Source: an optimization exercise on an open RTL-to-GDS flow (aim: small area). Production flows keep margins and buffers that such runs may drop. The RTL was checked by simulation tests, not by an equivalence proof against the original design. Power and IR drop assume default switching activity. The clock port is modelled as an ideal driver; clocking choices that lean on that would not hold on a real chip.

job 101:
// crc16_walk
module crc16_walk (
    input  wire        clk,
    input  wire        rst,         
    input  wire        cmd_valid,
    input  wire [31:0] cmd,
    output wire        cmd_ready,
    output wire [31:0] rsp
);
Size in the first run: ~4,100 cells after synthesis, roughly 2,700 flip-flops, roughly 0.062 sq mm of cells after synthesis.
==> flow/config.mk <==
export PLATFORM = sky130hd
export DESIGN_NAME = crc16_walk
export DESIGN_NICKNAME = crc16_walk
export VERILOG_FILES = /design/flow/design.v
export SDC_FILE = /design/flow/constraint.sdc
export NUM_CORES = 4
export LEC_CHECK = 0
export ABC_AREA = 1
export CAP_MARGIN = 20
export CORE_MARGIN = 2
export CORE_UTILIZATION = 65
export SLEW_MARGIN = 20
==> flow/constraint.sdc <==
create_clock -name core_clock -period 16.0 [get_ports {clk}]
set_input_delay 3.2000 -clock core_clock [delete_from_list [all_inputs] [get_ports {clk}]]
set_output_delay 3.2000 -clock core_clock [all_outputs]
set_load 0.01 [all_outputs]
standard.sh (not shown) runs the stock make flow with config.mk's settings and CLKGATE_MAP_FILE= SYNTH_SCRIPT=/design/flow/synth_recipe.tcl, a recipe that flattens the netlist after the stock synthesis.
==> flow/flow/run.sh <==
#!/bin/bash
# The standard layout (standard.sh) with these changes:
#  - CTS without dummy loads, clustering up to 30 flip-flops within 80 um;
#  - port buffers of the smallest buffer cell (every port still gets one).
# standard.sh's own output goes to standard.log; ORFS keeps each step's log
# under orfs/logs.
set -euo pipefail
rm -rf scripts
cp -r "$FLOW_HOME/scripts" scripts
cp flow/abc_area.script scripts/abc_area.script
export SCRIPTS_DIR="$PWD/scripts"
export CTS_ARGS="-sink_clustering_enable -repair_clock_nets -dont_use_dummy_load -sink_clustering_size 30 -sink_clustering_max_diameter 80"
export BUFFER_PORTS_ARGS="-buffer_cell sky130_fd_sc_hd__buf_1"
bash standard.sh > standard.log 2>&1
==> flow/flow/abc_area.script <==
strash
dc2
&get -n
&st
&synch2
&dch -f
&nf -R 1000
&put
topo
dnsize -c
Modified inputs, job 102 compared to job 101
==> flow/flow/run.sh <==
#!/bin/bash
# The standard layout (the standard.sh: standard synthesis, floorplan,
# power grid, placement, CTS, routing) with two knobs that ORFS reads from
# the environment:
#  - CTS without dummy loads, with clkbuf_8 leaf buffers that each drive up
#    to 16 flip-flops within 60 um;
#  - port buffers of the smallest buffer cell (every port still gets one).
# standard.sh's own output goes to standard.log; ORFS keeps each step's log
# under orfs/logs.
set -euo pipefail
export CTS_ARGS="-sink_clustering_enable -repair_clock_nets -dont_use_dummy_load -sink_clustering_size 16 -sink_clustering_max_diameter 60 -sink_clustering_buffer sky130_fd_sc_hd__clkbuf_8"
export BUFFER_PORTS_ARGS="-buffer_cell sky130_fd_sc_hd__buf_1"
bash standard.sh > standard.log 2>&1
removed: flow/flow/abc_area.script
--- outcome ---
Sum of routed wire length over all layers ends up higher on job 102. Job 102 ends up with lower synthesized-area fraction occupied by xor and xnor cells than job 101 does. Job 101 → job 102: worst-case reg-to-reg path depth increased by 14 relative to the old numbers; worst endpoint data arrival time shrank by 0.31 ns; smallest hold slack down 0.024 ns; maximum operating frequency has increased. Between job 102 and job 101, the relative max-transition margin is lower for job 101. Run comparison: job 101 combinational family with the most area after synthesis compound AO/OA/AOI/OAI gates; job 102 combinational family with the most area after synthesis simple AND/OR/NAND/NOR gates. Job 101 has lower number of standard cells after synthesis than job 102. Job 102: multi-input logic portion of the cell area higher than job 101.


Starting RTL as in the previous note.
clock: 16.0 ns
lec_check: 0
abc_area: 1
cap_margin: 20
core_margin: 2
core_utilization: 65
slew_margin: 20
==> flow/flow/run.sh <==
#!/bin/bash
# The standard layout (standard.sh) with these changes:
#  - CTS without dummy loads, clustering up to 24 flip-flops within 80 um;
#  - port buffers of the smallest buffer cell (every port still gets one).
# standard.sh's own output goes to standard.log; ORFS keeps each step's log
# under orfs/logs.
set -euo pipefail
rm -rf scripts
cp -r "$FLOW_HOME/scripts" scripts
cp flow/abc_area.script scripts/abc_area.script
export SCRIPTS_DIR="$PWD/scripts"
export CTS_ARGS="-sink_clustering_enable -repair_clock_nets -dont_use_dummy_load -sink_clustering_size 24 -sink_clustering_max_diameter 80"
export BUFFER_PORTS_ARGS="-buffer_cell sky130_fd_sc_hd__buf_1"
bash standard.sh > standard.log 2>&1
==> flow/flow/abc_area.script <==
strash
&get -n
&st
&dch -f
&nf -R 1000
&put
topo
dnsize -c
The baseline went through all stages and came out clean.
Edit:
--- a/flow/flow/run.sh
+++ b/flow/flow/run.sh
@@ -3 +3 @@
-#  - CTS without dummy loads, clustering up to 24 flip-flops within 80 um;
+#  - CTS without dummy loads, clustering up to 34 flip-flops within 90 um;
@@ -12 +12 @@
-export CTS_ARGS="-sink_clustering_enable -repair_clock_nets -dont_use_dummy_load -sink_clustering_size 24 -sink_clustering_max_diameter 80"
+export CTS_ARGS="-sink_clustering_enable -repair_clock_nets -dont_use_dummy_load -sink_clustering_size 34 -sink_clustering_max_diameter 90"
==> flow/flow/abc_area.script (replaced) <==
strash
dc2
&get -n
&st
&synch2
&dch -f
&nf -R 1000
&put
topo
dnsize -c
=> Critical path depth falls by 1. Hold slack got worse by 9.6 ps. Setup slack improves by 300 ps. Routed wire length goes down by 18%. Final area goes down by 2.0%. Sequential power barely changes. Die area decreases by 0.52%. Via count goes down by 5.0%. Cell count came out lower by 2.0%. Power drops by 5.3%.
Edit:
==> flow/flow/run.sh (replaced) <==
#!/bin/bash
# The standard layout (the standard.sh: standard synthesis, floorplan,
# power grid, placement, CTS, routing) with two knobs that ORFS reads from
# the environment:
#  - CTS without dummy loads, with clkbuf_8 leaf buffers that each drive up
#    to 18 flip-flops within 60 um;
#  - port buffers of the smallest buffer cell (every port still gets one).
# standard.sh's own output goes to standard.log; ORFS keeps each step's log
# under orfs/logs.
set -euo pipefail
export CTS_ARGS="-sink_clustering_enable -repair_clock_nets -dont_use_dummy_load -sink_clustering_size 18 -sink_clustering_max_diameter 60 -sink_clustering_buffer sky130_fd_sc_hd__clkbuf_8"
export BUFFER_PORTS_ARGS="-buffer_cell sky130_fd_sc_hd__buf_1"
bash standard.sh > standard.log 2>&1
removed: flow/flow/abc_area.script
Effect: The changed run finished clean; worst setup slack improves by 260 ps; sequential share of layout area falls by 2.2 points; utilization fell by 0.44 points; global-route usage increases by 4.4 points; die area goes up by a few percent; sequential power barely changes.
Edit:
==> flow/flow/run.sh (replaced) <==
#!/bin/bash
# The standard layout (standard.sh) with these changes:
#  - CTS without dummy loads, clustering up to 27 flip-flops within 80 um;
#  - port buffers of the smallest buffer cell (every port still gets one).
# standard.sh's own output goes to standard.log; ORFS keeps each step's log
# under orfs/logs.
set -euo pipefail
rm -rf scripts
cp -r "$FLOW_HOME/scripts" scripts
cp flow/abc_area.script scripts/abc_area.script
export SCRIPTS_DIR="$PWD/scripts"
export CTS_ARGS="-sink_clustering_enable -repair_clock_nets -dont_use_dummy_load -sink_clustering_size 27 -sink_clustering_max_diameter 80"
export BUFFER_PORTS_ARGS="-buffer_cell sky130_fd_sc_hd__buf_1"
bash standard.sh > standard.log 2>&1
==> flow/flow/abc_area.script (new file) <==
strash
dc2
&get -n
&st
&dch -f
&nf -R 1000
&put
topo
dnsize -c
Effect: Worst hold slack is about the same; cell area goes down slightly; setup slack is worse by 1100 ps; routed wire length is lower by a little under a tenth; count of clock-buffer cells in the layout drops by 62; first-iteration DRC count went down by a few percent; die area came out lower by a few percent; core utilization increases by 1.1 points; critical path depth decreases by 11; global-route usage drops by 1.2 points.
Edit:
--- a/flow/flow/run.sh
+++ b/flow/flow/run.sh
@@ -3 +3 @@
-#  - CTS without dummy loads, clustering up to 27 flip-flops within 80 um;
+#  - CTS without dummy loads, clustering up to 32 flip-flops within 80 um;
@@ -12 +12 @@
-export CTS_ARGS="-sink_clustering_enable -repair_clock_nets -dont_use_dummy_load -sink_clustering_size 27 -sink_clustering_max_diameter 80"
+export CTS_ARGS="-sink_clustering_enable -repair_clock_nets -dont_use_dummy_load -sink_clustering_size 32 -sink_clustering_max_diameter 80"
==> flow/flow/abc_area.script (replaced) <==
strash
dc2
&get -n
&st
&synch2
&dch -f
&nf -R 1000
&put
topo
dnsize -c
=>
- final area went down slightly
- die area went down slightly
- via count went down by a few percent
- total power went down by a few percent
- synthesized cell count went down slightly
- clock power went down by a little under a tenth
- hold slack gains 11 ps

-- separate check: timing with driven ports --
How much do the figures lean on ideal ports? The routed layouts below were timed once more, with nothing changed but the port constraints. Step 1 (the two cells are an assumption about what drives the block):
set clk [get_ports {clk}]
set_driving_cell -lib_cell sky130_fd_sc_hd__clkbuf_16 $clk
set_driving_cell -lib_cell sky130_fd_sc_hd__buf_2 [delete_from_list [all_inputs] $clk]
Step 2 also shifts input and output timing later by t, the mid clock arrival at the registers, as if the neighbouring blocks saw the same clock. a / b / c = no drivers / after step 1 / after step 2; a / b = the first two.
| run | t (ns) | setup WS [ns] | hold WS [ns] | worst setup path after step 2 | worst slew at a driven data input, ns |
|---|---|---|---|---|---|
| job 101 | 0.740 | 3.513 / 3.513 / 3.513 | 0.301 / 0.301 / 0.301 | register to register | 0.09 |
| job 102 | 0.782 | 3.864 / 3.864 / 3.864 | 0.276 / 0.276 / 0.276 | register to register | 0.13 |
| the first run of note 2 | 0.803 | 3.224 / 3.224 / 3.224 | 0.288 / 0.288 / 0.288 | register to register | 0.08 |
| the second run of note 2 | 0.734 | 3.527 / 3.527 / 3.527 | 0.278 / 0.278 / 0.278 | register to register | 0.08 |
| the third run of note 2 | 0.774 | 3.782 / 3.782 / 3.782 | 0.271 / 0.271 / 0.271 | register to register | 0.13 |
| the fourth run of note 2 | 0.772 | 2.687 / 2.687 / 2.687 | 0.273 / 0.273 / 0.273 | register to register | 0.05 |
| the fifth run of note 2 | 0.748 | 3.599 / 3.599 / 3.599 | 0.284 / 0.284 / 0.284 | register to register | 0.09 |
After both steps setup and hold are still met in every run listed.
